Source: an optimization exercise on an open RTL-to-GDS flow (aim: a short achievable clock period and few clock cycles). Production flows keep margins and buffers that such runs may drop.
The RTL was checked by simulation tests, not by an equivalence proof against the original design.
Power figures rest on the tool's default switching activity, not on a simulated workload.

File: flow/constraint.sdc
create_clock -name core_clock -period 10.0 [get_ports {clk}]
set_input_delay 2.0000 -clock core_clock [delete_from_list [all_inputs] [get_ports {clk}]]
set_output_delay 2.0000 -clock core_clock [all_outputs]
set_load 0.01 [all_outputs]
File: flow/flow/run.sh
#!/bin/bash
set -euo pipefail
bash standard.sh SETUP_SLACK_MARGIN=7 \
  "CTS_ARGS=-sink_clustering_enable -repair_clock_nets -sink_clustering_size 26 -sink_clustering_max_diameter 100 -apply_ndr half" \
  finish > standard_make.log 2>&1
File: flow/config.mk
export PLATFORM = sky130hd
export DESIGN_NAME = wzwave_fbs
export DESIGN_NICKNAME = wzwave_fbs
export VERILOG_FILES = /design/flow/design.v
export SDC_FILE = /design/flow/constraint.sdc
export NUM_CORES = 4
export LEC_CHECK = 0
export ABC_CLOCK_PERIOD_IN_PS = 2500
export CAP_MARGIN = 20
export CORE_MARGIN = 2
export CORE_UTILIZATION = 72
export CTS_CLUSTER_DIAMETER = 100
export CTS_CLUSTER_SIZE = 26
export SLEW_MARGIN = 20
File: flow/standard.sh
#!/bin/bash
# synth_recipe.tcl (not shown) runs the flow's synth.tcl, then flattens the netlist and writes it again
# the make line also repeats each setting of config.mk as NAME=value (left out here)
make -C /OpenROAD-flow-scripts/flow DESIGN_CONFIG=/design/flow/config.mk WORK_HOME=/design/flow/orfs CLKGATE_MAP_FILE= SYNTH_SCRIPT=/design/flow/synth_recipe.tcl "${@:-finish}"
File: flow/design.v
module wzwave_fbs (
    input  wire        clk,
    input  wire        rst,
    input  wire        in_valid,
    input  wire [7:0]  in_data,
    output wire        in_ready,
    output wire        out_valid,
    input  wire        out_ready,
    output wire        out_hdr,
    output wire        out_last,
    output wire [3:0]  out_type,
    output wire [71:0] out_data
);
    localparam [7:0] B_SOF = 8'h01;
    localparam [7:0] B_ACK = 8'h06;
    localparam [7:0] B_NAK = 8'h15;
    localparam [7:0] B_CAN = 8'h18;
    localparam [3:0] T_CTL      = 4'd0;
    localparam [3:0] T_DIAG_CKS = 4'd1;
    localparam [3:0] T_DIAG_LEN = 4'd2;
    localparam [3:0] T_DIAG_MAL = 4'd3;
    localparam [3:0] T_VERSION  = 4'd4;
    localparam [3:0] T_MEMID    = 4'd5;
    localparam [3:0] T_SUC      = 4'd6;
    localparam [3:0] T_INIT     = 4'd7;
    localparam [3:0] T_NPI      = 4'd8;
    localparam [3:0] T_SEND     = 4'd9;
    localparam [3:0] T_RNI      = 4'd10;
    localparam [3:0] T_APPUPD   = 4'd11;
    localparam [3:0] T_ROUTING  = 4'd12;
    localparam [3:0] T_APPCMD   = 4'd13;
    localparam [3:0] T_OPAQUE   = 4'd14;
    localparam [1:0] S_HUNT   = 2'd0;
    localparam [1:0] S_GOTSOF = 2'd1;
    localparam [1:0] S_BODY   = 2'd2;
    localparam integer DAW    = 8;           
    localparam integer DDEPTH = 1 << DAW;
    localparam integer IAW    = 4;           
    localparam integer IDEPTH = 1 << IAW;
    localparam integer MARGIN = 4;           
    localparam integer IMARGIN = 5;          
    localparam integer PFD    = 4;           
    localparam integer MQD    = 4;           
    localparam integer IW = 4 + 1 + 40;
    reg         room;          
    reg         in_rdy;        
    reg         in_rdy_n;      
    reg         r_valid;
    reg  [7:0]  r_data;
    assign in_ready = in_rdy;
    always @(posedge clk) begin
        r_data <= in_data;
        if (rst)
            r_valid <= 1'b0;
        else
            r_valid <= in_valid && !in_rdy_n;
    end
    reg  [7:0]     dmem [0:DDEPTH-1];
    reg  [DAW:0]   wr_ptr;               
    reg  [DAW:0]   cm_ptr;               
    reg  [DAW:0]   ra_ptr;               
    reg  [IW-1:0]  imem [0:IDEPTH-1];
    reg  [IAW:0]   iw_ptr;
    reg  [IAW:0]   ir_ptr;
    reg  [1:0]  state;
    reg  [7:0]  len;
    reg  [7:0]  rem;           
    reg         lastb;         
    reg  [7:0]  n;             
    reg  [7:0]  acc;           
    reg  [7:0]  dir;
    reg  [7:0]  fc;
    reg  [1:0]  bpos;          
    reg  [7:0]  pidx;          
    reg  [7:0]  p0, p1, p2, p3, p4;
    reg  [7:0]  t0, t1, t2;    
    reg  [3:0]  k_type;
    reg  [7:0]  k_nmin;
    reg         k_short;       
    reg         k_bytes;       
    reg  [1:0]  k_first;
    reg         k_mask;        
    reg         k_mbase3;
    reg         k_ver;         
    reg  [4:0]  mj;            
    reg  [28:0] mbm;           
    reg         f_has;         
    reg  [DAW-1:0] wr_last;    
    reg  [3:0]  d_type;
    reg  [7:0]  d_nmin;
    always @(*) begin
        d_type = T_OPAQUE;
        d_nmin = 8'd0;
        if (dir == 8'h01) begin
            case (r_data)
                8'h15: begin d_type = T_VERSION; d_nmin = 8'd1;  end
                8'h20: begin d_type = T_MEMID;   d_nmin = 8'd5;  end
                8'h56: begin d_type = T_SUC;     d_nmin = 8'd1;  end
                8'h02: begin d_type = T_INIT;    d_nmin = 8'd32; end
                8'h41: begin d_type = T_NPI;     d_nmin = 8'd5;  end
                8'h13: begin d_type = T_SEND;    d_nmin = 8'd1;  end
                8'h60: begin d_type = T_RNI;     d_nmin = 8'd1;  end
                8'h80: begin d_type = T_ROUTING; d_nmin = 8'd29; end
                default: ;
            endcase
        end else if (dir == 8'h00) begin
            case (r_data)
                8'h13: begin d_type = T_SEND;    d_nmin = 8'd2;  end
                8'h49: begin d_type = T_APPUPD;  d_nmin = 8'd2;  end
                8'h04: begin d_type = T_APPCMD;  d_nmin = 8'd3;  end
                default: ;
            endcase
        end
    end
    reg  [39:0] msg_raw;
    always @(*) begin
        msg_raw = 40'd0;
        case (k_type)
            T_VERSION: msg_raw[7:0] = t0;
            T_MEMID:   msg_raw = {p4, p0, p1, p2, p3};
            T_SUC:     msg_raw[8:0] = {(p0 != 8'h00), p0};
            T_INIT:    msg_raw[23:0] = {p2, p1, p0};
            T_NPI:     msg_raw = {t0, t1, t2, p1, p0};
            T_SEND: begin
                if (dir == 8'h01)
                    msg_raw[24:0] = {1'b1, 16'd0, p0};
                else
                    msg_raw[25:0] = {2'b10, p1, p0, 8'd0};
            end
            T_RNI:     msg_raw[8:0] = {(p0 == 8'h01), p0};
            T_APPUPD:  msg_raw[15:0] = {p1, p0};
            T_APPCMD:  msg_raw[23:0] = {p2, p1, p0};
            T_OPAQUE:  msg_raw[15:0] = {fc, dir};
            default: ;
        endcase
    end
    wire        is_ctl  = (r_data == B_ACK) || (r_data == B_NAK) || (r_data == B_CAN);
    wire        is_sof  = (r_data == B_SOF);
    wire        is_bad  = (r_data[7:2] == 6'd0) && (r_data[1:0] != 2'd3);
    wire        b_body  = r_valid && (state == S_BODY);
    wire        b_pay   = b_body && !lastb && (bpos == 2'd2);
    wire        st_byte = k_bytes && (pidx[7:2] != 6'd0 || pidx[1:0] >= k_first);
    wire        st_mask = k_mask && (!k_mbase3 || pidx[7:2] != 6'd0 || pidx[1:0] == 2'd3) &&
                          (mj != 5'd29);
    wire        st_adv  = st_byte || (st_mask && (r_data != 8'd0));
    wire [7:0]  st_data = k_ver ? t0 : r_data;
    wire        cks_ok  = (acc == r_data);
    reg          it_push;
    reg  [3:0]   it_type;
    reg  [39:0]  it_raw;
    reg          it_has;
    always @(*) begin
        it_push = 1'b0;
        it_type = T_CTL;
        it_raw  = {32'd0, r_data};
        it_has  = 1'b0;
        if (r_valid) begin
            case (state)
                S_HUNT: begin
                    if (is_ctl) it_push = 1'b1;
                end
                S_GOTSOF: begin
                    if (is_bad) begin
                        it_push = 1'b1;
                        it_type = T_DIAG_LEN;
                    end
                end
                default: begin
                    if (lastb) begin
                        it_push = 1'b1;
                        if (!cks_ok) begin
                            it_type = T_DIAG_CKS;
                            it_raw  = {16'd0, acc, r_data, len};
                        end else if (k_short) begin
                            it_type = T_DIAG_MAL;
                            it_raw  = {8'd0, k_nmin, n, fc, dir};
                        end else begin
                            it_type = k_type;
                            it_raw  = msg_raw;
                            it_has  = f_has;
                        end
                    end
                end
            endcase
        end
    end
    reg          q_v;
    reg  [IW-1:0] q_item;
    reg  [28:0]  q_mbm;
    always @(posedge clk) begin
        if (rst)
            q_v <= 1'b0;
        else
            q_v <= it_push;
        q_item <= {it_type, it_has, it_has ? {wr_last, it_raw[31:0]} : it_raw};
        q_mbm  <= mbm;
    end
    wire         q_mpush = q_v && q_item[40] &&
                           (q_item[44:41] == T_INIT || q_item[44:41] == T_ROUTING);
    reg  [28:0]  mq [0:MQD-1];
    reg  [2:0]   mq_w, mq_r;
    always @(posedge clk) begin
        if (b_pay && st_adv)
            dmem[wr_ptr[DAW-1:0]] <= st_data;
        if (q_v)
            imem[iw_ptr[IAW-1:0]] <= q_item;
        if (q_mpush)
            mq[mq_w[1:0]] <= q_mbm;
    end
    always @(posedge clk) begin
        if (rst) begin
            state  <= S_HUNT;
            wr_ptr <= {(DAW+1){1'b0}};
            cm_ptr <= {(DAW+1){1'b0}};
            iw_ptr <= {(IAW+1){1'b0}};
            mq_w   <= 3'd0;
        end else begin
            iw_ptr <= iw_ptr + q_v;
            mq_w   <= mq_w + q_mpush;
            if (r_valid) begin
                case (state)
                    S_HUNT: begin
                        if (is_sof) state <= S_GOTSOF;
                    end
                    S_GOTSOF: begin
                        if (is_bad)
                            state <= is_sof ? S_GOTSOF : S_HUNT;
                        else
                            state <= S_BODY;
                    end
                    default: begin
                        if (lastb) begin
                            state <= S_HUNT;
                            if (cks_ok && !k_short)
                                cm_ptr <= wr_ptr;
                            else
                                wr_ptr <= cm_ptr;
                        end else if (b_pay && st_adv) begin
                            wr_ptr <= wr_ptr + 1'b1;
                        end
                    end
                endcase
            end
        end
    end
    always @(posedge clk) begin
        if (r_valid) begin
            if (state == S_GOTSOF) begin
                len     <= r_data;
                rem     <= r_data;
                lastb   <= 1'b0;
                n       <= r_data - 8'd3;
                acc     <= 8'hFF ^ r_data;
                bpos    <= 2'd0;
                pidx    <= 8'd0;
                mj      <= 5'd0;
                mbm     <= 29'd0;
                f_has   <= 1'b0;
                k_bytes <= 1'b0;
                k_mask  <= 1'b0;
                k_ver   <= 1'b0;
            end
            if (b_body) begin
                rem   <= rem - 8'd1;
                lastb <= (rem == 8'd2);
                acc   <= acc ^ r_data;
                if (bpos == 2'd0) begin
                    dir  <= r_data;
                    bpos <= 2'd1;
                end else if (bpos == 2'd1) begin
                    fc       <= r_data;
                    bpos     <= 2'd2;
                    k_type   <= d_type;
                    k_nmin   <= d_nmin;
                    k_short  <= (n < d_nmin);
                    k_bytes  <= (d_type == T_VERSION) || (d_type == T_APPUPD) ||
                                (d_type == T_APPCMD)  || (d_type == T_OPAQUE);
                    k_first  <= (d_type == T_APPUPD)  ? 2'd2 :
                                (d_type == T_APPCMD)  ? 2'd3 :
                                (d_type == T_VERSION) ? 2'd1 : 2'd0;
                    k_mask   <= (d_type == T_INIT) || (d_type == T_ROUTING);
                    k_mbase3 <= (d_type == T_INIT);
                    k_ver    <= (d_type == T_VERSION);
                end else if (!lastb) begin
                    pidx <= pidx + 8'd1;
                    if (pidx == 8'd0) p0 <= r_data;
                    if (pidx == 8'd1) p1 <= r_data;
                    if (pidx == 8'd2) p2 <= r_data;
                    if (pidx == 8'd3) p3 <= r_data;
                    if (pidx == 8'd4) p4 <= r_data;
                    t2 <= t1;
                    t1 <= t0;
                    t0 <= r_data;
                    if (st_mask) begin
                        mj <= mj + 5'd1;
                        if (r_data != 8'd0) mbm[mj] <= 1'b1;
                    end
                    if (st_adv) begin
                        f_has   <= 1'b1;
                        wr_last <= wr_ptr[DAW-1:0];
                    end
                end
            end
        end
    end
    wire [IW-1:0]  inext   = imem[ir_ptr[IAW-1:0]];
    wire           i_nemp  = (ir_ptr != iw_ptr);
    wire [3:0]     in_type = inext[IW-1 -: 4];
    wire           in_has  = inext[40];
    wire [39:0]    in_raw  = in_has ? {8'd0, inext[31:0]} : inext[39:0];
    wire [1:0]     in_tier = in_raw[5:4];
    reg  [71:0]    in_hdr;
    always @(*) begin
        in_hdr = {32'd0, in_raw};
        if (in_type == T_NPI) begin
            in_hdr = 72'd0;
            in_hdr[15:0]  = in_raw[15:0];
            in_hdr[16]    = in_raw[7];
            in_hdr[18:17] = in_tier;
            in_hdr[21:19] = in_raw[2:0];
            in_hdr[22]    = in_raw[11];
            in_hdr[23]    = in_raw[12];
            in_hdr[24]    = in_raw[8];
            in_hdr[25]    = !in_tier[1];
            in_hdr[41:26] = (in_tier == 2'd0) ? 16'd9600 :
                            (in_tier == 2'd1) ? 16'd40000 : 16'd0;
            in_hdr[65:42] = in_raw[39:16];
        end
    end
    reg            ih_v;
    reg  [3:0]     ih_type;
    reg  [71:0]    ih_hdr;
    reg            ih_has;
    reg            ih_mask;
    reg  [DAW-1:0] ih_last;
    reg  [7:0]     ga [0:15];
    reg            a_v;
    reg  [DAW-1:0] a_addr;
    reg  [15:0]    pf [0:PFD-1];         
    reg  [2:0]     pf_cnt;
    wire           rd_issue = (ra_ptr != cm_ptr) && ({1'b0, pf_cnt} + a_v < PFD);
    wire [15:0]    pf_new   = {a_addr, ga[a_addr[7:4]]};
    integer gi;
    always @(posedge clk) begin
        for (gi = 0; gi < 16; gi = gi + 1)
            ga[gi] <= dmem[{gi[3:0], ra_ptr[3:0]}];
        a_addr <= ra_ptr[DAW-1:0];
    end
    reg            busy;             
    reg            c_mask;
    reg  [3:0]     c_type;
    reg  [DAW-1:0] c_last;
    reg  [7:0]     wm;               
    reg            wm_v;
    reg  [4:0]     cj;               
    reg  [28:0]    bm;               
    function [4:0] ffs29(input [28:0] m);
        integer k;
        begin
            ffs29 = 5'd0;
            for (k = 28; k >= 0; k = k - 1)
                if (m[k]) ffs29 = k[4:0];
        end
    endfunction
    reg            o_valid_n;        
    reg            o_valid, s_valid; 
    wire           o_full   = !o_valid_n;
    reg  [77:0]    o_beat, s_beat;   
    reg  [77:0]    o_hold_n;         
    wire           o_take   = !o_full || out_ready;
    wire           can_push = !(o_full && s_valid);
    wire [15:0]    e_ent    = pf[0];
    wire           e_v      = (pf_cnt != 3'd0);
    wire [7:0]     e_byte   = e_ent[7:0];
    wire [4:0]     e_j      = cj;
    wire           e_lastent = (e_ent[15:8] == c_last);
    wire [7:0]     m_cur    = wm_v ? wm : e_byte;
    wire [7:0]     m_rest   = m_cur & (m_cur - 8'd1);
    wire           m_done   = (m_rest == 8'd0);
    reg  [2:0]     m_bit;
    always @(*) begin
        casez (m_cur)
            8'b???????1: m_bit = 3'd0;
            8'b??????10: m_bit = 3'd1;
            8'b?????100: m_bit = 3'd2;
            8'b????1000: m_bit = 3'd3;
            8'b???10000: m_bit = 3'd4;
            8'b??100000: m_bit = 3'd5;
            8'b?1000000: m_bit = 3'd6;
            default:     m_bit = 3'd7;
        endcase
    end
    wire [7:0]     m_id     = {e_j, m_bit} + 8'd1;
    reg            e_push;
    reg  [77:0]    e_beat;
    reg            e_ipop;
    reg            e_dpop;
    reg            e_end;
    always @(*) begin
        e_push = 1'b0;
        e_ipop = 1'b0;
        e_dpop = 1'b0;
        e_end  = 1'b0;
        e_beat = {1'b1, !ih_has, ih_type, ih_hdr};
        if (can_push) begin
            if (!busy) begin
                if (ih_v) begin
                    e_push = 1'b1;
                    e_ipop = 1'b1;
                end
            end else if (e_v) begin
                e_push = 1'b1;
                if (c_mask) begin
                    e_beat = {1'b0, e_lastent && m_done, c_type, 64'd0, m_id};
                    e_dpop = m_done;
                    e_end  = e_lastent && m_done;
                end else begin
                    e_beat = {1'b0, e_lastent, c_type, 64'd0, e_byte};
                    e_dpop = 1'b1;
                    e_end  = e_lastent;
                end
            end
        end
    end
    wire [28:0]    mq_head  = mq[mq_r[1:0]];
    wire [28:0]    bm_src   = e_ipop ? mq_head : bm;
    wire [28:0]    bm_low   = bm_src & (~bm_src + 29'd1);
    wire [DAW:0]   d_occ = wr_ptr - ra_ptr;
    wire [IAW:0]   i_occ = iw_ptr - ir_ptr;
    wire [2:0]     mq_occ = mq_w - mq_r;
    integer pi;
    always @(posedge clk) begin
        if (rst) begin
            ra_ptr  <= {(DAW+1){1'b0}};
            ir_ptr  <= {(IAW+1){1'b0}};
            a_v     <= 1'b0;
            pf_cnt  <= 3'd0;
            mq_r    <= 3'd0;
            ih_v    <= 1'b0;
            busy    <= 1'b0;
            wm_v    <= 1'b0;
            o_valid   <= 1'b0;
            o_valid_n <= 1'b1;
            s_valid <= 1'b0;
            room     <= 1'b0;
            in_rdy   <= 1'b0;
            in_rdy_n <= 1'b1;
        end else begin
            a_v <= rd_issue;
            if (rd_issue)
                ra_ptr <= ra_ptr + 1'b1;
            pf_cnt <= pf_cnt + a_v - e_dpop;
            if (!ih_v || e_ipop) begin
                ih_v <= i_nemp;
                if (i_nemp)
                    ir_ptr <= ir_ptr + 1'b1;
            end
            mq_r <= mq_r + (e_ipop && ih_has && ih_mask);
            if (e_ipop) begin
                busy   <= ih_has;
                c_mask <= ih_mask;
                c_type <= ih_type;
                c_last <= ih_last;
            end
            if (e_push && busy) begin
                if (c_mask) begin
                    wm   <= m_rest;
                    wm_v <= !m_done;
                end
                if (e_end)
                    busy <= 1'b0;
            end
            o_valid <= o_take ? (s_valid || e_push) : o_full;
            if (o_take) begin
                o_valid_n <= !(s_valid || e_push);
                s_valid <= 1'b0;
            end else if (e_push) begin
                s_valid <= 1'b1;
            end
            room     <= (d_occ <= DDEPTH - MARGIN) && (i_occ <= IDEPTH - IMARGIN) &&
                        (mq_occ <= MQD - 2);
            in_rdy   <= room;
            in_rdy_n <= !room;
        end
    end
    always @(posedge clk) begin
        if (!ih_v || e_ipop) begin
            ih_type <= in_type;
            ih_hdr  <= in_hdr;
            ih_has  <= in_has;
            ih_mask <= (in_type == T_INIT) || (in_type == T_ROUTING);
            ih_last <= inext[39:32];
        end
        for (pi = 0; pi < PFD; pi = pi + 1) begin
            if (e_dpop) begin
                if (pi == PFD - 1)
                    pf[pi] <= pf_new;
                else
                    pf[pi] <= (a_v && pf_cnt == pi + 1) ? pf_new : pf[pi + 1];
            end else if (a_v && pf_cnt == pi) begin
                pf[pi] <= pf_new;
            end
        end
        if ((e_ipop && ih_mask) || (e_dpop && c_mask)) begin
            cj <= ffs29(bm_src);
            bm <= bm_src & ~bm_low;
        end
        o_beat <= o_take ? (s_valid ? s_beat : e_beat) : ~o_hold_n;
        if (o_take)
            o_hold_n <= ~(s_valid ? s_beat : e_beat);
        if (!o_take && e_push)
            s_beat <= e_beat;
    end
    assign out_valid = o_valid;
    assign out_hdr   = o_beat[77];
    assign out_last  = o_beat[76];
    assign out_type  = o_beat[75:72];
    assign out_data  = o_beat[71:0];
endmodule
==> impl_metrics.csv, run 1 <==
group,metric,value,unit
setup_path,critical_path_buf_inv_count,1,
global_routing,gr-usage-met1,0.503,
final_layout,layout_common_cells,"3356 x edfxtp_1, 896 x mux4_2, 318 x dfxtp_1, 272 x nor2_4, 252 x nand2_1",
yosys,syn_area_per_cell,19.8,sq um
yosys,async_flop_share,0,
setup_path,ff2ff_setup_slack,6.83,ns
setup_path,r2r_start,"r_data[5]",
setup_path,regToRegEndpoint,"dmem[121][4]",
cts,clock_sinks,3757,
yosys,synth-seq-area-share,0.756,
cts,worstSkewPairLatency,0.91,ns
drt,postRouteAntennaNets,0,
yosys,synth_edf_count,3356,
drt,num_vias,73855,
floorplan,die_width,451,um
yosys,yosys_warnings,3,
power,power.leakage,50.0,nW
drt,viasPerCell,7.14,
timing,finalMaxSlewViolations,0,
setup_path,critPathMaxFanout,1,
global_routing,grt_pass1_wl,522,mm
floorplan,core,199000,sq um
setup_path,critical_path_required,8.00,ns
floorplan,dieArea,203000,sq um
timing,hold_viol_final,0,
yosys,yosys.area.top_type,"edfxtp_1",
setup_path,cp-end-kind,"output pin",
setup_path,cp_cell_sequence,"buf_6",
run_status,outcome,"no timing/DRC/antenna violations",
final_layout,nets,7577,
hold_path,hold_class,"flop to flop",
global_routing,gr-usage-all-layers,0.363,
drt,routed_wirelength,369,mm
global_routing,gr-max-usage-layer,"met2",
cts,root_buffer,"clkbuf_16",
job,max_cap_violations,0,
drt,drt_iter0_drc,11542,
timing,period_share,0.335,
global_routing,met2_usage,0.582,
yosys,synthTopCellsByArea,"edfxtp_1 70%, mux4_2 14%, dfxtp_1 5.6%, nor2_1 1.4%, mux2i_1 1.1%",
cts,clk_pin_slew,0.10,ns
timing,fin_skew,0.0507,ns
cts,cts-htree-levels,4,
hold_path,min_from,"mbm[26]",
timing,timing.setup.tns,0,ns
yosys,synth_area,144000,sq um
cts,cts_buffer_depth,3,
cts,cts_tree,"yes",
timing,fmax,298,MHz
final_layout,drive_above_1_share,0.280,
hold_path,holdPathEnd,"q_mbm[26]",
placement,place_congestion,0.912,
setup_path,criticalPathCategory,"flop to output pin",
timing,relSlewSlack,0.221,
cts,cts_buffers,162,
hold_path,holdPathStages,0,
floorplan,chipHeight,451,um
timing,worst_slew_pin_slew,1.17,ns
floorplan,start_util,0.722,
yosys,ys_ff_latch,3757,
timing,grt_setup_unrepaired,"yes",
setup_path,slowest_delay,0.37,ns
drt,drc_errors,0,
setup_path,cp-start-kind,"flop",
setup_path,cp_data_arrival_time,1.35,ns
power,p_per_area,189,nW/um^2
global_routing,grt_pass1_vias,71577,
timing,timing.hold.ws,0.398,ns
floorplan,ios,92,
setup_path,cp_slowest_cell,"dfxtp_4",
global_routing,use_met3,0.0515,
setup_path,cp_top_family,"flip-flops",
placement,io_buffers,84,
final_layout,area_growth,11.1,%
timing,setup_viol_count_final,0,
drt,first_pass_iters,10,
yosys,synth_top_flop_cell,"edfxtp_1",
timing,period_needed,3.35,ns
global_routing,grt_overflow,0,
final_layout,layout_commonest_cell,"edfxtp_1",
floorplan,rows,164,
yosys,synthCells,7265,
yosys,synth_top_area_frac,0.700,
power,peakVddDrop,0.000215,V
global_routing,antenna_found_initial,19,
global_routing,grt_start_max_net_pins,157,
drt,wl_per_cell,35.7,um
placement,hpwl,205,mm
setup_path,r2r_cells,13,
yosys,ys_types,87,
area by class of cell:
cell class | instances | area [sq um]
diodes | 42 | 105
clock buffers | 293 | 4760
clock inverters | 4 | 68.8
fillers | 9609 | 39400
inverters | 76 | 329
multi-input cells | 3059 | 36900
flip-flops and latches | 3757 | 109000
well taps | 2656 | 3320
repair buffers | 452 | 5450
repair inverters | 2 | 17.5
repair_timing:
action	in CTS	in global routing
hold buffers	0	0
setup buffers	111	93
pin swaps	51	103
cloned	34	15
resized for setup	1116	209
endpoints found under the setup margin	3322	2827
cells in the mapped netlist (all sizes together), types with 12 or more instances:
cell / instances
a211oi: 31
a21o: 21
a21oi: 160
a221oi: 14
a222oi: 24
a22o: 28
a22oi: 45
a31oi: 23
and2: 95
and3: 20
buf: 136
clkbuf: 259
dfxtp: 401
edfxtp: 3356
ha: 52
inv: 72
mux2: 41
mux2i: 159
mux4: 896
nand2: 285
nand2b: 23
nand3: 50
nand4: 15
nor2: 536
nor2b: 45
nor3: 52
nor4: 21
o211ai: 13
o21a: 12
o21ai: 118
o221ai: 34
o22ai: 15
xnor2: 55
xor2: 35
worst reg2reg max path, stage by stage (launching register included):
cell and delay (ns):
dfxtp_4 0.36, buf_12 0.15, nor4_1 0.55, and2_4 0.30
a221oi_2 0.08, o21ai_2 0.26, or2_4 0.24, buf_6 0.15
nor3b_4 0.05, buf_6 0.16, buf_12 0.15, nand3_4 0.17
buf_12 0.18, nor2_4 0.10
report_power, final:
part | internal (mW) | total [mW] | switching [mW]
Sequential | 17.6 | 18.0 | 0.390
Combinational | 2.26 | 4.37 | 2.11
Clock | 3.29 | 7.88 | 4.59
worst max path at each step:
| stage | startpoint | endpoint | slack, ns | depth (start not counted) |
|---|---|---|---|---|
| global placement | r_valid | dmem[116][0] | 4.24 | 8 |
| detailed placement | r_valid | dmem[116][3] | 4.12 | 8 |
| finish | o_beat[3] | out_data[3] | 6.65 | 1 |
| floorplan | out_ready | s_beat[0] | 4.99 | 5 |
| global route | o_beat[3] | out_data[3] | 6.62 | 1 |
| CTS | o_valid | out_valid | 6.60 | 1 |
flip-flops by register name, indices dropped and copies added (netlist names), 45 cells and up, named ones only:
name / cells
ga: 128
dmem: 2048
pf: 64
o_beat: 71
imem: 720
ih_hdr: 65
mq: 116
o_hold_n: 71
s_beat: 71
q_item: 45
per-stage QoR:
stage / power [mW] / cell area (sq um) / instances / util / setup WS (ns)
2_1_floorplan: 21.1 / 144000 / 7271 / - / 4.99
3_3_place_gp: 22.2 / 148000 / 9748 / 0.744 / 4.24
3_5_place_dp: 22.3 / 148000 / 9748 / 0.744 / 4.12
4_1_cts: 30.1 / 158000 / 10190 / 0.792 / 6.60
5_1_grt: 31.0 / 160000 / 10339 / 0.802 / 6.62
6_report: 30.2 / 160000 / 10341 / 0.802 / 6.65
cells by family after synthesis:
group | after synthesis | synth area share
simple gates | 1190 | 0.0376
mux | 1096 | 0.155
compound gates | 605 | 0.0281
other cells | 1 | 0.0000261
fa+ha+maj | 55 | 0.00494
buf+inv | 471 | 0.0131
flops | 3757 | 0.756
xor+xnor | 90 | 0.00548
per-layer routing:
layer	wire [um]	vias to the layer above
met5	26	-
met4	21300	4
met3	36800	829
met2	183000	5184
met1	128000	37967
li1	-	29871
Testbench counts, summed over its fixed seeds: cycles 30,927.
==> run 2, diff against run 1 <==
==> flow/flow/run.sh (replaced) <==
#!/bin/bash
set -euo pipefail
here=$(pwd)
bash standard.sh SETUP_SLACK_MARGIN=7 \
  PRE_DETAIL_PLACE_TCL="$here/flow/move_flops.tcl" \
  finish > standard_make.log 2>&1
==> flow/flow/move_flops.tcl (new file) <==
# Before detailed placement: move each register that drives an output port's
# buffer (and nothing else) onto that buffer, so that detailed placement puts
# it right beside the port. Nothing else changes; detailed placement then
# legalizes the moved registers.
set block [ord::get_db_block]
set moved 0
foreach bterm [$block getBTerms] {
  if {[$bterm getIoType] != "OUTPUT"} { continue }
  set net [$bterm getNet]
  if {$net == "NULL"} { continue }
  set buf ""
  foreach iterm [$net getITerms] {
    if {[$iterm isOutputSignal]} { set buf [$iterm getInst] }
  }
  if {$buf == ""} { continue }
  set in_net ""
  foreach iterm [$buf getITerms] {
    if {[$iterm isInputSignal]} { set in_net [$iterm getNet] }
  }
  if {$in_net == "" || $in_net == "NULL"} { continue }
  if {[llength [$in_net getITerms]] != 2} { continue }
  foreach iterm [$in_net getITerms] {
    if {![$iterm isOutputSignal]} { continue }
    set drv [$iterm getInst]
    if {![string match "sky130_fd_sc_hd__*df*" [[$drv getMaster] getName]]} { continue }
    set loc [$buf getLocation]
    $drv setLocation [lindex $loc 0] [lindex $loc 1]
    incr moved
  }
}
puts "move_flops: moved $moved output registers next to their port buffers"
==> impl_metrics.csv, run 2 <==
group,metric,value,unit
final_layout,layout_commonest_cell,"edfxtp_1",
yosys,synth_area,144000,sq um
power,clockPowerShare,0.259,
setup_path,critPathMaxFanout,1,
cts,worstSkewPairLatency,0.89,ns
drt,wl_per_cell,35.4,um
power,switchingPower,7.08,mW
drt,postRouteAntennaNets,0,
cts,clk_pin_slew,0.10,ns
setup_path,cp_cell_sequence,"buf_6",
placement,io_buffers,84,
global_routing,grt_pass1_vias,71666,
drt,viasPerCell,7.11,
cts,cts_tree,"yes",
power,seq_power_share,0.595,
drt,num_vias,73458,
global_routing,grt_overflow,0,
hold_path,hold_class,"flop to flop",
timing,hold_viol_final,0,
power,power.leakage,50.1,nW
yosys,synth_top_area_frac,0.700,
power,p_per_area,189,nW/um^2
timing,period_share,0.333,
setup_path,cp-start-kind,"flop",
yosys,synthTopCellsByArea,"edfxtp_1 70%, mux4_2 14%, dfxtp_1 5.6%, nor2_1 1.4%, mux2i_1 1.1%",
timing,finalMaxSlewViolations,0,
placement,hpwl,206,mm
placement,place_congestion,0.912,
cts,clock_sinks,3757,
setup_path,cp_slowest_cell,"dfxtp_2",
floorplan,rows,164,
yosys,yosys_warnings,3,
final_layout,register_area,109000,sq um
floorplan,ios,92,
yosys,ys_ff_latch,3757,
placement,dp_slack,4.13,ns
final_layout,final_area,160000,sq um
timing,fin_skew,0.0438,ns
yosys,synthCells,7265,
floorplan,chipHeight,451,um
job,max_cap_violations,0,
power,switching_share,0.234,
global_routing,antenna_found_initial,18,
yosys,synth_edf_count,3356,
global_routing,gr-usage-all-layers,0.358,
cts,cts_buffer_depth,3,
setup_path,slowest_delay,0.36,ns
timing,setup_viol_count_final,0,
final_layout,nets,7575,
global_routing,grt_pass1_wl,518,mm
yosys,syn_area_per_cell,19.8,sq um
floorplan,die_width,451,um
yosys,yosys.area.top_type,"edfxtp_1",
yosys,synth-seq-area-share,0.756,
power,intPower,23.1,mW
final_layout,fin_util,0.801,
power,peakVddDrop,0.000220,V
final_layout,largest_reg_flops,2048,
drt,first_pass_iters,10,
floorplan,start_util,0.722,
floorplan,core,199000,sq um
timing,grt_setup_unrepaired,"yes",
timing,fin_ws,6.67,ns
setup_path,criticalPathCategory,"flop to output pin",
yosys,async_flop_share,0,
timing,fmax,300,MHz
yosys,yosysMostFrequentCell,"edfxtp_1",
final_layout,area_growth,11.0,%
timing,period_needed,3.33,ns
setup_path,cp_top_family,"flip-flops",
final_layout,fill_cells,9689,
setup_path,critical_path_required,8.00,ns
yosys,ys_types,87,
setup_path,cp-end-kind,"output pin",
yosys,yosys-top-cells-count,"3356 x edfxtp_1, 896 x mux4_2, 533 x nor2_1, 401 x dfxtp_1, 282 x nand2_1",
timing,relSlewSlack,0.249,
setup_path,cp_data_arrival_time,1.33,ns
placement,place_area,148000,sq um
cts,cts-htree-levels,4,
final_layout,multiInputGateArea,36900,sq um
power,power_frac_comb,0.146,
global_routing,grt_start_max_net_pins,157,
drt,routed_wirelength,366,mm
setup_path,critical_path_buf_inv_count,1,
timing,worst_slew_pin_slew,1.12,ns
final_layout,layout_common_cells,"3356 x edfxtp_1, 896 x mux4_2, 333 x dfxtp_1, 269 x nor2_4",
cts,cts_buffers,162,
yosys,synth_top_flop_cell,"edfxtp_1",
final_layout,drive_above_1_share,0.281,
final_layout,layout.cells.non_filler,10332,
placement,placed_cells,9748,
drt,drt_iter0_drc,11057,
drt,drc_errors,0,
timing,timing.setup.tns,0,ns
run_status,outcome,"no timing/DRC/antenna violations",
cts,root_buffer,"clkbuf_16",
floorplan,dieArea,203000,sq um
run 2: cell counts after synthesis:
No cell type changed its count.
run 2: kinds of logic (layout without fill, tap and decap cells):
group / count (synthesis) / after routing / synth area share
multiplexers: 1096 / 1096 / 0.155
XOR/XNOR: 90 / 90 / 0.00548
flip-flops: 3757 / 3757 / 0.756
AO/OA/AOI/OAI: 605 / 607 / 0.0281
other: 1 / 43 / 0.0000261
buffers and inverters: 471 / 826 / 0.0131
AND/OR/NAND/NOR: 1190 / 1202 / 0.0376
adder cells (fa/ha/maj): 55 / 55 / 0.00494
run 2: final cells by class:
| cell class | instances | area share |
|---|---|---|
| sequential | 3757 | 0.682 |
| multi-input combinational | 3057 | 0.231 |
| timing repair buffer | 450 | 0.0326 |
| clock buffer | 291 | 0.0297 |
| tap | 2656 | 0.0208 |
| inverter | 76 | 0.00206 |
| antenna | 36 | 0.000564 |
| timing repair inverter | 4 | 0.000329 |
| clock inverter | 5 | 0.000306 |
run 2: power groups by stage:
stage	combinational (mW)	sequential (mW)	clock, mW
2_1_floorplan	2.94	18.1	0
3_3_place_gp	3.85	18.3	0
3_5_place_dp	3.93	18.3	0
4_1_cts	4.30	17.9	7.83
5_1_grt	4.66	18.0	8.35
6_report	4.41	18.0	7.82
run 2: what timing repair did:
item,CTS,global route
hold endpoints to repair,0,0
pin swaps,44,101
hold buffers,0,0
gates cloned,30,18
gates resized for setup,1068,240
endpoints found under the setup margin,3308,2328
buffers inserted,123,79
run 2: metal layers:
| layer | part of all wire | wire [um] | global-route usage | vias up |
|---|---|---|---|---|
| li1 | - | - | - | 29837 |
| met1 | 0.35 | 127000 | 0.496 | 37820 |
| met2 | 0.49 | 181000 | 0.578 | 4968 |
| met3 | 0.10 | 37000 | 0.0573 | 825 |
| met4 | 0.057 | 20700 | 0.163 | 8 |
| met5 | 0.00013 | 48 | 0 | - |
run 2: worst paths after layout:
path / startpoint / to / slack, ns / cells past startpoint
worst max register to register: pf[0][1] / pf[2][3] / 6.74 / 15
worst min-delay path: ra_ptr[6] / a_addr[6] / 0.39 / 0
worst min register to register: ra_ptr[6] / a_addr[6] / 0.39 / 0
worst max-delay path: o_beat[74] / out_type[2] / 6.67 / 1
run 2: through the flow:
| step | total power, mW | hold WS [ns] |
|---|---|---|
| final | 30.2 | 0.391 |
| after global routing | 31.0 | 0.410 |
| after CTS | 30.1 | 0.390 |
| after detailed placement | 22.3 | 0.360 |
| after global placement | 22.2 | 0.358 |
| after floorplan | 21.1 | 0.348 |
==> run 3, diff against run 2 <==
--- a/flow/design.v
+++ b/flow/design.v
@@ -200,7 +200,15 @@
     reg  [28:0]  mq [0:MQD-1];
     reg  [2:0]   mq_w, mq_r;
+    reg            w_v;
+    reg  [DAW-1:0] w_addr;
+    reg  [7:0]     w_data;
     always @(posedge clk) begin
-        if (b_pay && st_adv)
-            dmem[wr_ptr[DAW-1:0]] <= st_data;
+        w_v    <= !rst && b_pay && st_adv;
+        w_addr <= wr_ptr[DAW-1:0];
+        w_data <= st_data;
+    end
+    always @(posedge clk) begin
+        if (w_v)
+            dmem[w_addr] <= w_data;
         if (q_v)
             imem[iw_ptr[IAW-1:0]] <= q_item;
==> impl_metrics.csv, run 3 <==
group,metric,value,unit
global_routing,grt_overflow,0,
floorplan,die_width,452,um
power,power.leakage,49.1,nW
final_layout,fill_cells,10163,
setup_path,cp-start-kind,"flop",
cts,cts_buffers,163,
yosys,ys_types,95,
final_layout,layout_common_cells,"3356 x edfxtp_1, 897 x mux4_2, 363 x nor2_1, 357 x dfxtp_1, 192 x nand2_1",
global_routing,gr-usage-all-layers,0.338,
drt,num_vias,72198,
timing,fmax,302,MHz
setup_path,criticalPathCategory,"flop to output pin",
setup_path,critPathMaxFanout,1,
global_routing,antenna_found_initial,16,
floorplan,chipHeight,452,um
yosys,yosys.area.top_type,"edfxtp_1",
final_layout,largest_reg_flops,2048,
setup_path,cp_data_arrival_time,1.31,ns
placement,place_congestion,0.905,
final_layout,layout_commonest_cell,"edfxtp_1",
setup_path,cp_slowest_cell,"dfxtp_1",
yosys,synth_area,145000,sq um
power,intPower,22.8,mW
timing,fin_ws,6.69,ns
placement,dp_slack,5.20,ns
yosys,synthCells,7273,
global_routing,grt_pass1_vias,71148,
floorplan,start_util,0.725,
yosys,yosys-top-cells-count,"3356 x edfxtp_1, 897 x mux4_2, 466 x nor2_1, 418 x dfxtp_1, 304 x clkbuf_1",
setup_path,cp-end-kind,"output pin",
cts,cts_tree,"yes",
hold_path,hold_class,"flop to flop",
yosys,yosysMostFrequentCell,"edfxtp_1",
setup_path,cp_cell_sequence,"buf_2",
yosys,synth_top_area_frac,0.696,
setup_path,critical_path_required,8.00,ns
power,peakVddDrop,0.000218,V
setup_path,cp_top_family,"flip-flops",
timing,relSlewSlack,0.131,
setup_path,slowest_delay,0.32,ns
floorplan,dieArea,205000,sq um
global_routing,grt_pass1_wl,494,mm
timing,worst_slew_pin_slew,1.29,ns
power,switchingPower,6.91,mW
timing,timing.hold.ws,0.373,ns
drt,wl_per_cell,33.6,um
yosys,yosys_warnings,3,
final_layout,nets,7448,
global_routing,grt_start_max_net_pins,193,
final_layout,area_growth,8.06,%
timing,fin_skew,0.0306,ns
drt,postRouteAntennaNets,0,
timing,period_share,0.331,
drt,first_pass_iters,9,
cts,worstSkewPairLatency,0.87,ns
yosys,syn_area_per_cell,19.9,sq um
timing,hold_viol_final,0,
yosys,async_flop_share,0,
power,switching_share,0.232,
power,p_total,29.8,mW
yosys,synth_top_flop_cell,"edfxtp_1",
floorplan,core,200000,sq um
run_status,outcome,"no timing/DRC/antenna violations",
yosys,synth-seq-area-share,0.754,
timing,finalMaxSlewViolations,0,
cts,cts_buffer_depth,3,
yosys,ys_ff_latch,3774,
floorplan,rows,164,
timing,setup_viol_count_final,0,
power,clockPowerShare,0.265,
setup_path,critical_path_buf_inv_count,1,
cts,clk_pin_slew,0.10,ns
placement,io_buffers,84,
final_layout,drive_above_1_share,0.234,
power,power_frac_comb,0.123,
drt,viasPerCell,7.09,
drt,routed_wirelength,342,mm
placement,hpwl,200,mm
timing,period_needed,3.31,ns
cts,root_buffer,"clkbuf_16",
cts,cts-htree-levels,4,
drt,drc_errors,0,
yosys,synth_edf_count,3356,
power,seq_power_share,0.611,
timing,grt_setup_unrepaired,"yes",
yosys,synthTopCellsByArea,"edfxtp_1 70%, mux4_2 14%, dfxtp_1 5.8%, nor2_1 1.2%, mux2i_1 0.98%",
cts,clock_sinks,3774,
timing,timing.setup.tns,0,ns
floorplan,ios,92,
job,max_cap_violations,0,
final_layout,fin_util,0.783,
drt,drt_iter0_drc,10395,
setup_path,ff2ff_setup_slack,6.86,ns
power,p_per_area,190,nW/um^2
run 3: cells by family after synthesis:
| group | Yosys count | synth area share |
|---|---|---|
| and+or+nand+nor | 1147 | 0.0382 |
| xor gates and xnor gates | 82 | 0.00496 |
| muxes | 1092 | 0.154 |
| AOI/OAI and AO/OA | 650 | 0.0313 |
| buffers and inverters | 475 | 0.0130 |
| other | 1 | 0.0000259 |
| adders and majority gates | 52 | 0.00465 |
| DFF | 3774 | 0.754 |
run 3: power groups by stage:
stage	Combinational (mW)	Sequential (mW)	Clock [mW]
2_1_floorplan	2.46	18.3	0
3_3_place_gp	3.26	18.6	0
3_5_place_dp	3.34	18.6	0
4_1_cts	3.63	18.2	7.93
5_1_grt	3.91	18.2	8.43
6_report	3.67	18.2	7.89
run 3: worst paths after layout:
path                            startpoint           to  depth (start not counted)
worst max-delay path            o_beat[73]  out_type[1]                          1
worst min register to register      mbm[0]     q_mbm[0]                          0
worst min-delay path                mbm[0]     q_mbm[0]                          0
worst max register to register   w_addr[6]  dmem[88][3]                          3
run 3: worst reg2reg max path, cell delays in order (launching register included):
cell and delay, ns:
dfxtp_1 0.67, nor2b_1 0.55, nand2_1 0.65, nor2_1 0.90
run 3: repair_timing:
item / in CTS / in global routing
setup buffers: 74 / 49
pin swaps: 30 / 22
resized for setup: 529 / 158
endpoints found under the setup margin: 1470 / 1327
hold buffers: 0 / 0
gates cloned: 19 / 4
hold endpoints to repair: 0 / 0
run 3: layout make-up:
class | count | area, sq um | share of cell area
sequential | 3774 | 109000 | 0.699
multi-input combinational | 3034 | 34900 | 0.223
inverter | 72 | 342 | 0.00218
clock buffer | 295 | 4770 | 0.0305
timing repair buffer | 336 | 3610 | 0.0231
timing repair inverter | 3 | 28.8 | 0.000184
clock inverter | 6 | 75.1 | 0.000480
tap | 2656 | 3320 | 0.0213
antenna | 8 | 20.0 | 0.000128
run 3: metal layers:
metal  part of all wire  track usage  vias up
met5            0.00022            0        -
met4              0.041        0.119       12
met3               0.10       0.0578      657
met2               0.49        0.541     4209
met1               0.37        0.483    37599
li1                   -            -    29721
run 3: metrics by stage:
stage                     cell area, sq um  instances
after CTS                           155000      10121
after detailed placement            149000       9727
after floorplan                     145000       7279
after global routing                156000      10182
after global placement              149000       9727
final                               156000      10184
Testbench counts of run 3, summed over its fixed seeds: cycles 30,927.
==> run 4, diff against run 3 <==
--- a/flow/config.mk
+++ b/flow/config.mk
@@ -9,5 +9,5 @@
 export CAP_MARGIN = 20
 export CORE_MARGIN = 2
-export CORE_UTILIZATION = 72
+export CORE_UTILIZATION = 76
 export CTS_CLUSTER_DIAMETER = 100
 export CTS_CLUSTER_SIZE = 26
==> impl_metrics.csv, run 4 <==
group,metric,value,unit
run_status,outcome,"no timing/DRC/antenna violations",
yosys,synthTopCellsByArea,"edfxtp_1 70%, mux4_2 14%, dfxtp_1 5.8%, nor2_1 1.2%, mux2i_1 0.98%",
drt,viasPerCell,7.72,
global_routing,grt_overflow,0,
timing,worst_slew_pin_slew,1.18,ns
placement,placed_cells,9587,
cts,clk_pin_slew,0.10,ns
yosys,synth_area,145000,sq um
cts,root_buffer,"clkbuf_16",
power,clockPowerShare,0.271,
job,max_cap_violations,0,
timing,timing.setup.tns,0,ns
setup_path,cp-start-kind,"flop",
global_routing,grt_pass1_vias,75463,
setup_path,cp_slowest_cell,"dfxtp_1",
floorplan,die_width,440,um
final_layout,fill_cells,8038,
timing,finalMaxSlewViolations,0,
setup_path,r2r_cells,3,
floorplan,start_util,0.763,
setup_path,critical_path_required,8.00,ns
hold_path,holdPathEnd,"q_mbm[16]",
final_layout,layout_commonest_cell,"edfxtp_1",
final_layout,drive_above_1_share,0.253,
floorplan,ios,92,
floorplan,dieArea,194000,sq um
setup_path,r2r_start,"w_addr[7]",
cts,worstSkewPairLatency,0.92,ns
global_routing,gr-usage-all-layers,0.420,
final_layout,nets,7440,
power,seq_power_share,0.603,
drt,wl_per_cell,40.3,um
drt,first_pass_iters,15,
timing,fmax,299,MHz
yosys,synth_edf_count,3356,
hold_path,holdPathStages,0,
power,switching_share,0.242,
timing,period_needed,3.34,ns
timing,period_share,0.334,
timing,grt_setup_unrepaired,"yes",
placement,place_congestion,0.906,
drt,num_vias,77669,
setup_path,regToRegEndpoint,"dmem[54][1]",
cts,cts_buffers,163,
placement,io_buffers,84,
cts,cts_buffer_depth,3,
drt,routed_wirelength,405,mm
yosys,synth_top_flop_cell,"edfxtp_1",
hold_path,min_from,"mbm[16]",
yosys,ys_types,95,
power,power.leakage,49.2,nW
cts,clock_sinks,3774,
cts,cts-htree-levels,4,
setup_path,cp_top_family,"flip-flops",
final_layout,area_growth,8.32,%
global_routing,grt_start_max_net_pins,114,
timing,hold_viol_final,0,
setup_path,cp_cell_sequence,"buf_2",
yosys,async_flop_share,0,
setup_path,cp-end-kind,"output pin",
drt,postRouteAntennaNets,0,
cts,cts_tree,"yes",
setup_path,ff2ff_setup_slack,6.75,ns
power,switchingPower,7.31,mW
power,peakVddDrop,0.000229,V
hold_path,hold_class,"flop to flop",
setup_path,critical_path_buf_inv_count,1,
setup_path,slowest_delay,0.33,ns
power,power_frac_comb,0.127,
setup_path,critPathMaxFanout,1,
yosys,synth-seq-area-share,0.754,
setup_path,crit_path_start,"o_beat[59]",
timing,fin_skew,0.0569,ns
final_layout,layout_common_cells,"3356 x edfxtp_1, 897 x mux4_2, 339 x dfxtp_1, 257 x nor2_1, 192 x nand2_1",
yosys,synth_top_area_frac,0.696,
yosys,yosys.area.top_type,"edfxtp_1",
yosys,syn_area_per_cell,19.9,sq um
power,intPower,22.8,mW
drt,drt_iter0_drc,13828,
global_routing,antenna_found_initial,37,
yosys,yosys-top-cells-count,"3356 x edfxtp_1, 897 x mux4_2, 466 x nor2_1, 418 x dfxtp_1, 304 x clkbuf_1",
global_routing,grt_pass1_wl,566,mm
setup_path,cp_data_arrival_time,1.34,ns
drt,drc_errors,0,
cts,holdBufCountCts,0,
timing,relSlewSlack,0.213,
power,p_per_area,192,nW/um^2
placement,hpwl,206,mm
floorplan,chipHeight,440,um
timing,setup_viol_count_final,0,
floorplan,rows,160,
yosys,yosys_warnings,3,
yosys,yosysMostFrequentCell,"edfxtp_1",
setup_path,criticalPathCategory,"flop to output pin",
final_layout,layout.cells.non_filler,10055,
final_layout,largest_reg_flops,2048,
floorplan,core,190000,sq um
yosys,ys_ff_latch,3774,
yosys,synthCells,7273,
-- run 4: cell counts after synthesis --
No cell type changed its count.
-- run 4: final cells by class --
class / instances / area [sq um] / share of cell area
flip-flops and latches: 3774 / 109000 / 0.697
multi-input cells: 3034 / 35300 / 0.225
clock buffers: 295 / 4720 / 0.0301
repair buffers: 329 / 3730 / 0.0238
well taps: 2511 / 3140 / 0.0200
inverters: 72 / 332 / 0.00212
clock inverters: 9 / 141 / 0.000902
diodes: 29 / 72.6 / 0.000463
repair inverters: 2 / 17.5 / 0.000112
-- run 4: cell families after synthesis --
logic type / count (synthesis) / synth area share
adders and majority gates: 52 / 0.00465
buffers and inverters: 475 / 0.0130
muxes: 1092 / 0.154
AOI/OAI and AO/OA: 650 / 0.0313
xor gates and xnor gates: 82 / 0.00496
and+or+nand+nor: 1147 / 0.0382
other: 1 / 0.0000259
DFF: 3774 / 0.754
-- run 4: per-stage QoR --
step                      power (mW)   util  cell area (sq um)  hold WS (ns)  worst slack (ns)
final                           30.2  0.827             157000         0.383              6.66
after global routing            30.7  0.827             157000         0.393              6.60
after CTS                       29.8  0.820             155000         0.385              6.62
after detailed placement        21.8  0.783             148000         0.357              5.32
after global placement          21.8  0.783             148000         0.356              5.37
after floorplan                 20.7      -             145000         0.329              5.79
-- run 4: power by group through the flow --
stage	Sequential [mW]	Combinational [mW]	Clock, mW
final	18.2	3.82	8.16
after global routing	18.2	4.01	8.53
after CTS	18.1	3.63	8.02
after detailed placement	18.5	3.35	0
after global placement	18.5	3.28	0
after floorplan	18.3	2.46	0
-- run 4: what timing repair did --
| item | 4_1_cts | 5_1_grt |
|---|---|---|
| resized for setup | 626 | 225 |
| setup buffers | 74 | 32 |
| gates cloned | 21 | 6 |
| pin swaps | 19 | 25 |
| endpoints found under the setup margin | 2028 | 1619 |
-- run 4: worst max-delay path by stage --
stage,slack (ns),cells past startpoint,end
after floorplan,5.79,5,s_beat[0]
after global placement,5.37,14,pf_cnt[2]
after detailed placement,5.32,14,pf_cnt[2]
after CTS,6.62,1,out_data[61]
after global routing,6.60,1,out_data[18]
final,6.66,1,out_data[59]
-- run 4: layer usage --
layer / wire length (um) / part of all wire / track usage / vias up
met2: 197000 / 0.49 / 0.663 / 6952
met1: 126000 / 0.31 / 0.543 / 39392
li1: - / - / - / 29740
met4: 32300 / 0.080 / 0.257 / 26
met3: 48900 / 0.12 / 0.0969 / 1559
met5: 192 / 0.00047 / 0.00372 / -

separate check: timing with driven ports:
The results above use ideal ports. As a check the final layouts listed here were re-extracted and re-timed, cells and wires unchanged. Step 1 (the two cells are an assumption about what drives the block):
set clk [get_ports {clk}]
set_driving_cell -lib_cell sky130_fd_sc_hd__clkbuf_16 $clk
set_driving_cell -lib_cell sky130_fd_sc_hd__buf_2 [delete_from_list [all_inputs] $clk]
Step 2, shift: input delay + t, output delay - t, t = (earliest + latest rising clock arrival at the registers) / 2. This alone moves slack from input paths to output paths. a / b / c = ideal ports / drivers / drivers and shift; a / b = the first two.
run | t (ns) | setup slack, ns | hold WS [ns] | worst data-port slew with drivers (ns) | cell pins on the clock port's net
run 1 | 0.990 | 6.648 / 6.542 / 6.157 | 0.398 / 0.398 / 0.398 | 0.09 | 1
run 2 | 0.970 | 6.666 / 6.562 / 6.103 | 0.391 / 0.391 / 0.391 | 0.09 | 1
run 3 | 0.946 | 6.688 / 6.598 / 6.128 | 0.373 / 0.373 / 0.373 | 0.05 | 1
run 4 | 0.994 | 6.657 / 6.556 / 6.099 | 0.383 / 0.383 / 0.383 | 0.07 | 1
After both steps setup and hold are still met in every run listed. For run 2, which loses most, drivers alone change the setup slack by -0.104 ns; drivers and shift together by -0.563 ns.
